What follows belongs to an exercise in optimizing a design on an open flow for small area; a production flow would make more cautious choices.
In this exercise RTL edits were held to simulation tests only and were not proved equivalent to the original.
No driver is modelled on the clock port, so clocking that relies on it looks cheaper here than on a real chip.
No activity file was given, so power comes from the tool's default toggle rates.

== harbor ==
==> flow/design.v <==
module bayer_unpack (
    input  wire        clk,
    input  wire        rst,             
    input  wire        start,
    input  wire [11:0] cfg_width,
    input  wire [11:0] cfg_height,
    input  wire [31:0] cfg_mode,
    input  wire [15:0] cfg_stride,
    input  wire [31:0] cfg_src_len,
    output wire [1:0]  state,
    output wire [3:0]  err,
    output wire [3:0]  errfield,
    output wire [12:0] row,
    output wire [31:0] fault_addr,
    output wire        src_req,
    output wire [31:0] src_addr,
    input  wire        src_gnt,
    input  wire        src_rvalid,
    input  wire [7:0]  src_rdata,
    output wire        dst_we,
    output wire [25:0] dst_addr,
    output wire [7:0]  dst_wdata,
    input  wire        dst_ready
);
    localparam [1:0] ST_IDLE = 2'd0, ST_RUN = 2'd1, ST_DONE = 2'd2, ST_FAIL = 2'd3;
    localparam [1:0] PH_STEP = 2'd0, PH_WAIT = 2'd1, PH_WRITE = 2'd2, PH_REW = 2'd3;
    reg [1:0]  st_q;
    reg [1:0]  ph_q;         
    reg [12:0] row_q;
    reg [31:0] f_q;          
    reg [28:0] sl_q;         
    reg        sbig_q;       
    reg [15:0] stride_q;
    reg [11:0] w_q, h_q;
    reg        p12_q, cmp_q, bin_q;
    reg [3:0]  selw_q;       
    reg [12:0] col_q;        
    reg [3:0]  b_q;          
    reg [25:0] a_q;          
    reg [7:0]  out_q;
    reg        gl_q;         
    reg        tr_q;         
    reg        tv1_q;        
    reg        tv_q;         
    reg        fc8_q;        
    reg        fc16_q;       
    genvar gi;
    wire       start_ok = start && (st_q != ST_RUN) && !rst;
    wire [7:0] in_prec  = cfg_mode[7:0];
    wire [3:0] in_sel   = cfg_mode[19:16];
    wire       in_bin   = cfg_mode[20];
    wire       prec_ok  = (in_prec == 8'd10) || (in_prec == 8'd12);
    wire [8:0] geom     = cfg_width[2:0] * cfg_height[2:0] * in_prec[2:0];
    wire       geom_ok  = (geom[2:0] == 3'd0);
    wire [3:0] in_prio  = in_sel[1] ? 4'b0010 : in_sel[0] ? 4'b0001 :
                          in_sel[3] ? 4'b1000 : 4'b0100;
    wire       in_ok    = (in_sel != 4'd0) && prec_ok && geom_ok;
    wire       go_run   = start_ok && in_ok && (cfg_height != 12'd0) && (cfg_width != 12'd0);
    wire       go_wz    = start_ok && in_ok && (cfg_height != 12'd0) && (cfg_width == 12'd0);
    wire running = (st_q == ST_RUN);
    wire p_step  = running && (ph_q == PH_STEP) && tv_q;
    wire p_wait  = running && (ph_q == PH_WAIT);
    wire p_write = running && (ph_q == PH_WRITE);
    wire p_rew   = running && (ph_q == PH_REW);
    wire [1:0] pidx  = {~row_q[0], col_q[0]};            
    wire       rsamp = selw_q[pidx];
    wire       wsamp = !bin_q || rsamp;
    wire       b_last = cmp_q ? (p12_q ? (b_q == 4'd11) : (b_q == 4'd9)) : (b_q == 4'd15);
    wire       win    = p12_q ? (b_q >= 4'd4 && b_q < 4'd12) : (b_q >= 4'd2 && b_q < 4'd10);
    wire       need   = win && rsamp;
    wire       col_end = (col_q == 13'd1);
    wire       str_nz  = (stride_q != 16'd0);
    wire       step_adv = p_step && !tr_q && !need;
    wire       rv_adv   = p_wait && src_rvalid;
    wire       fwd_adv  = step_adv || rv_adv;
    wire       badv     = fwd_adv || p_rew;
    wire       to_write = fwd_adv && b_last && wsamp;
    wire       wr_done  = p_write && dst_ready;
    wire       cadv     = (badv && b_last && !to_write) || wr_done;
    wire       row_end  = cadv && col_end && !p_rew;
    wire       rew_end  = p_rew && b_last && col_end;
    wire       last_row;                  
    wire       done_ev  = row_end && last_row;
    wire       bitv     = p_wait && src_rdata[f_q[2:0]];
    wire [13:0] col_b;                        
    wire [12:0] col_dec;
    wire [13:0] row_c;                        
    wire [12:0] row_nx;
    assign col_b[0] = cadv;
    assign row_c[0] = row_end;
    generate
        for (gi = 0; gi < 13; gi = gi + 1) begin : g_cr
            assign col_dec[gi] = col_q[gi] ^ col_b[gi];
            assign col_b[gi+1] = col_b[gi] & ~col_q[gi];
            assign row_nx[gi]  = row_q[gi] ^ row_c[gi];
            assign row_c[gi+1] = row_c[gi] & row_q[gi];
        end
    endgenerate
    assign last_row = (row_nx == {h_q, 1'b0});
    wire       jump  = p_rew && (col_q == 13'd0);
    wire       no_inc = b_last && col_end && str_nz;
    wire       inc   = fwd_adv && !no_inc;
    wire       dec   = p_rew && (col_q != 13'd0);
    wire [31:0] f_op = {{13{dec}}, {16{dec}} | ({16{jump}} & stride_q), {2{dec}}, dec | inc};
    wire [32:0] f_c;
    wire [31:0] f_nx;
    generate
        for (gi = 0; gi < 32; gi = gi + 1) begin : g_f
            wire ci = (gi == 0) ? 1'b0 : (gi == 8) ? fc8_q : (gi == 16) ? fc16_q : f_c[gi];
            assign f_nx[gi]  = f_q[gi] ^ f_op[gi] ^ ci;
            assign f_c[gi+1] = (f_q[gi] & f_op[gi]) | (ci & (f_q[gi] ^ f_op[gi]));
        end
    endgenerate
    assign f_c[0] = 1'b0;
    wire byte_mv = (inc && (f_q[2:0] == 3'd7)) || p_rew;
    wire [29:0] ge_c;
    assign ge_c[0] = 1'b1;
    generate
        for (gi = 0; gi < 29; gi = gi + 1) begin : g_ge
            wire ci = (gi == 15) ? gl_q : ge_c[gi];
            assign ge_c[gi+1] = (f_q[gi+3] & ~sl_q[gi]) | (f_q[gi+3] & ci) | (~sl_q[gi] & ci);
        end
    endgenerate
    wire [26:0] a_c;
    wire [25:0] a_nx;
    assign a_c[0] = wr_done;
    generate
        for (gi = 0; gi < 26; gi = gi + 1) begin : g_a
            assign a_nx[gi]  = a_q[gi] ^ a_c[gi];
            assign a_c[gi+1] = a_q[gi] & a_c[gi];
        end
    endgenerate
    assign state      = st_q;
    assign err        = (st_q == ST_FAIL) ? ((ph_q == 2'd0) ? 4'd3 : (ph_q == 2'd3) ? 4'd2 : {2'd0, ph_q}) : 4'd0;
    assign errfield   = (st_q == ST_FAIL) ? {2'd0, ph_q} : 4'd0;
    assign row        = row_q;
    assign fault_addr = {3'd0, f_q[31:3]};
    assign src_req    = p_step && need && !tr_q;
    assign src_addr   = {3'd0, f_q[31:3]};
    assign dst_we     = p_write;
    assign dst_addr   = a_q;
    assign dst_wdata  = out_q;
    wire f_clr = rst || start_ok || done_ev;      
    always @(posedge clk) begin
        f_q   <= f_clr ? {22'd0, go_run, 9'd0} : f_nx;
        a_q   <= start_ok ? 26'd0 : a_nx;
        col_q <= start_ok ? 13'd0 : (col_q == 13'd0) ? {w_q, 1'b0} : col_dec;
        b_q   <= (start_ok || (badv && b_last)) ? 4'd0 : b_q + {3'd0, badv};
        row_q <= (rst || start_ok) ? (go_wz ? {cfg_height, 1'b0} : 13'd0) : row_nx;
        gl_q  <= ge_c[15];
        tr_q  <= ge_c[29] && !sbig_q;
        fc8_q  <= !f_clr && f_c[8];
        fc16_q <= !f_clr && f_c[16];
        tv1_q <= !(start_ok || byte_mv || fc8_q || fc16_q);
        tv_q  <= tv1_q && !(start_ok || byte_mv || fc8_q || fc16_q);
        if (fwd_adv && win)
            out_q <= {bitv, out_q[7:1]};
    end
    always @(posedge clk) begin
        if (start_ok) begin
            w_q      <= cfg_width;
            h_q      <= cfg_height;
            p12_q    <= (in_prec == 8'd12);
            cmp_q    <= cfg_mode[8];
            bin_q    <= in_bin;
            selw_q   <= in_bin ? in_prio : in_sel;
            stride_q <= cfg_stride;
            sl_q     <= cfg_src_len[28:0];
            sbig_q   <= (cfg_src_len[31:29] != 3'd0);
        end
    end
    always @(posedge clk) begin
        if (rst) begin
            st_q <= ST_IDLE;
        end else if (start_ok) begin
            if (in_sel == 4'd0) begin
                st_q <= ST_FAIL;
                ph_q <= 2'd1;
            end else if (!prec_ok) begin
                st_q <= ST_FAIL;
                ph_q <= 2'd2;
            end else if (!geom_ok) begin
                st_q <= ST_FAIL;
                ph_q <= 2'd3;
            end else begin
                ph_q <= PH_STEP;
                st_q <= go_run ? ST_RUN : ST_DONE;
            end
        end else if (running) begin
            if (p_step && tr_q)
                st_q <= ST_FAIL;                  
            if (done_ev)
                st_q <= ST_DONE;
            if (p_step && need && !tr_q && src_gnt)
                ph_q <= PH_WAIT;
            else if (badv || wr_done) begin
                if (to_write)
                    ph_q <= PH_WRITE;
                else if (row_end && str_nz)
                    ph_q <= PH_REW;
                else if (p_rew && !rew_end)
                    ph_q <= PH_REW;
                else
                    ph_q <= PH_STEP;
            end
        end
    end
endmodule
Settings: LEC_CHECK=0, CAP_MARGIN=20, CORE_MARGIN=2, CORE_UTILIZATION=40, SLEW_MARGIN=20; clock period 8.0 ns.
standard.sh (not shown) runs the stock make flow with config.mk's settings and CLKGATE_MAP_FILE= SYNTH_SCRIPT=/design/flow/synth_recipe.tcl, a recipe that flattens the netlist after the stock synthesis.
==> flow/flow/run.sh <==
#!/bin/bash
# The standard ORFS layout with these changes:
#  - synthesis maps logic with an area-oriented ABC script (flow/abc_area.script)
#    in place of ORFS's delay-oriented abc_speed.script; everything else in
#    synthesis (registers, their names and cells) is unchanged;
#  - each port gets the smallest buffer cell;
#  - the clock tree uses clkbuf_8 buffers and no dummy loads; after CTS,
#    flow/post_cts.tcl turns leaf buffers with light loads into clkbuf_4;
#  - one tie cell drives all constant outputs (no tie fanout repair).
set -euo pipefail
rm -rf scripts_abc
cp -r "$FLOW_HOME/scripts" scripts_abc
cp flow/abc_area.script scripts_abc/abc_speed.script
bash standard.sh "SCRIPTS_DIR=$PWD/scripts_abc" \
  "BUFFER_PORTS_ARGS=-buffer_cell sky130_fd_sc_hd__buf_1" \
  "POST_CTS_TCL=$PWD/flow/post_cts.tcl" SKIP_REPAIR_TIE_FANOUT=1 \
  "CTS_ARGS=-sink_clustering_enable -repair_clock_nets -dont_use_dummy_load -buf_list sky130_fd_sc_hd__clkbuf_8 -root_buf sky130_fd_sc_hd__clkbuf_4" \
  finish > orfs_make.log 2>&1
==> flow/flow/abc_area.script <==
&get -n
&st
&syn2
&dch
&nf -R 1000
&put
topo
stime -c
==> flow/flow/post_cts.tcl <==
# After clock tree synthesis: a clock leaf buffer becomes clkbuf_4 where every
# flip-flop clock pin it drives keeps a slew under 105 ps; otherwise it stays
# clkbuf_8. A smaller cell fits in the larger one's place.
estimate_parasitics -placement
foreach inst [get_cells clkbuf_*] {
  if { [get_property $inst ref_name] != "sky130_fd_sc_hd__clkbuf_8" } { continue }
  set name [get_full_name $inst]
  set out [get_pins $name/X]
  set loads [get_pins -of_objects [get_nets -of_objects $out] -filter "direction == input"]
  set leaf 1
  foreach p $loads {
    if { ![string match "*/CLK" [get_full_name $p]] } { set leaf 0 }
  }
  if { !$leaf } { continue }
  replace_cell $inst sky130_fd_sc_hd__clkbuf_4
  estimate_parasitics -placement
  set worst 0.0
  foreach p $loads {
    set s [get_property $p slew_max]
    if { $s > $worst } { set worst $s }
  }
  if { $worst > 0.105 } {
    replace_cell $inst sky130_fd_sc_hd__clkbuf_8
    estimate_parasitics -placement
    puts "post_cts: $name stays clkbuf_8 (clkbuf_4 slew $worst)"
  } else {
    puts "post_cts: $name -> clkbuf_4 (slew $worst)"
  }
}
Input changes introduced in amber (baseline for comparison: harbor):
diff --git a/flow/flow/run.sh b/flow/flow/run.sh
--- a/flow/flow/run.sh
+++ b/flow/flow/run.sh
@@ -15,4 +15,4 @@
   "BUFFER_PORTS_ARGS=-buffer_cell sky130_fd_sc_hd__buf_1" \
   "POST_CTS_TCL=$PWD/flow/post_cts.tcl" SKIP_REPAIR_TIE_FANOUT=1 \
-  "CTS_ARGS=-sink_clustering_enable -repair_clock_nets -dont_use_dummy_load -buf_list sky130_fd_sc_hd__clkbuf_8 -root_buf sky130_fd_sc_hd__clkbuf_4" \
+  "CTS_ARGS=-sink_clustering_enable -repair_clock_nets -dont_use_dummy_load -buf_list sky130_fd_sc_hd__clkbuf_8 -root_buf sky130_fd_sc_hd__clkbuf_8" \
   finish > orfs_make.log 2>&1
==> flow/flow/abc_area.script <==
&get -n
&st
&syn2
&dch
&nf -R 1000 -C 32 -F 8 -A 8
&put
topo
stime -c
diff --git a/flow/flow/post_cts.tcl b/flow/flow/post_cts.tcl
--- a/flow/flow/post_cts.tcl
+++ b/flow/flow/post_cts.tcl
@@ -1,4 +1,4 @@
 # After clock tree synthesis: a clock leaf buffer becomes clkbuf_4 where every
-# flip-flop clock pin it drives keeps a slew under 105 ps; otherwise it stays
+# flip-flop clock pin it drives keeps a slew under 112 ps; otherwise it stays
 # clkbuf_8. A smaller cell fits in the larger one's place.
 estimate_parasitics -placement
@@ -20,5 +20,5 @@
     if { $s > $worst } { set worst $s }
   }
-  if { $worst > 0.105 } {
+  if { $worst > 0.112 } {
     replace_cell $inst sky130_fd_sc_hd__clkbuf_8
     estimate_parasitics -placement
### Flow results
- amber: no failed stages, no open violations at the end
- amber vs. harbor: count of different cell masters after synthesis rose by 1, routed wire length fell by about 2.5%, critical path arrival fell by 220 ps, number of antenna-violating nets in the routed design stayed essentially flat, number of flip-flops and latches stayed essentially flat.
- Comparing amber against harbor, there is no change at all in share of final layout cell area taken by clock buffers and inverters.
- Diff harbor -> amber: design area level; average cell area after synthesis was more or less identical; sum of routed wire segments on met1 has increased; maximum achievable frequency climbed 0.99%.
- The post-synthesis instance area of amber and that of harbor are within noise of each other.
Modified inputs, zinc compared to amber
==> flow/flow/run.sh <==
#!/bin/bash
# The standard ORFS layout with three changes:
#  - synthesis maps logic with an area-oriented ABC script (flow/abc_area.script)
#    in place of ORFS's delay-oriented abc_speed.script; everything else in
#    synthesis (registers, their names and cells) is unchanged;
#  - each port gets the smallest buffer cell;
#  - the clock tree uses clkbuf_8 buffers and no dummy loads.
set -euo pipefail
rm -rf scripts_abc
cp -r "$FLOW_HOME/scripts" scripts_abc
cp flow/abc_area.script scripts_abc/abc_speed.script
bash standard.sh "SCRIPTS_DIR=$PWD/scripts_abc" \
  "BUFFER_PORTS_ARGS=-buffer_cell sky130_fd_sc_hd__buf_1" \
  "CTS_ARGS=-sink_clustering_enable -repair_clock_nets -dont_use_dummy_load -buf_list sky130_fd_sc_hd__clkbuf_8 -root_buf sky130_fd_sc_hd__clkbuf_8" \
  finish > orfs_make.log 2>&1
==> flow/flow/abc_area.script <==
&get -n
&st
&syn2
&dch
&nf -R 1000
&put
topo
stime -c
removed: flow/flow/post_cts.tcl
- | worst relative slew slack | zinc vs amber | better |
- HPWL after detailed placement (higher): zinc
- Diff zinc and amber: number of antenna repair diodes higher in amber
- Share of the clock period used by the worst path: zinc vs amber up 0.23 points
- Going from amber to zinc, the shortest clock period the worst path allows after layout was found to have gone up by 19 ps.
- Worst hold slack in zinc is 30 ps above amber.
- The run with more setup slack is amber; zinc has less.
- Cell count: zinc higher than amber
- Comparing zinc and amber, the lower total non-filler cell area in the finished layout is on amber.
- Of zinc and amber, it is zinc that has the higher clock network power share.

## what the ideal ports hide
How much do the figures lean on ideal ports? The routed layouts below were timed once more, with nothing changed but the port constraints.
Step 1 (the two cells are an assumption about what drives the block):
set clk [get_ports {clk}]
set_driving_cell -lib_cell sky130_fd_sc_hd__clkbuf_16 $clk
set_driving_cell -lib_cell sky130_fd_sc_hd__buf_2 [delete_from_list [all_inputs] $clk]
Step 2 moves the port delays by t, midway between the first and last clock arrival at a register: inputs arrive t later, outputs are due t later. That takes back most of the time a late clock gives input paths.
Three values: ideal, step 1, step 2; two values: the first two.
run	t (ns)	setup slack, ns	worst setup path at the end	worst register clock-pin slew, ns	worst slew at a driven data input, ns
harbor	0.612	0.649 / 0.649 / 0.649	register to register	0.10 / 0.10	0.06
amber	0.470	0.721 / 0.721 / 0.721	register to register	0.11 / 0.11	0.05
zinc	0.468	0.702 / 0.702 / 0.702	register to register	0.10 / 0.10	0.06
After both steps every run listed still meets setup and hold.
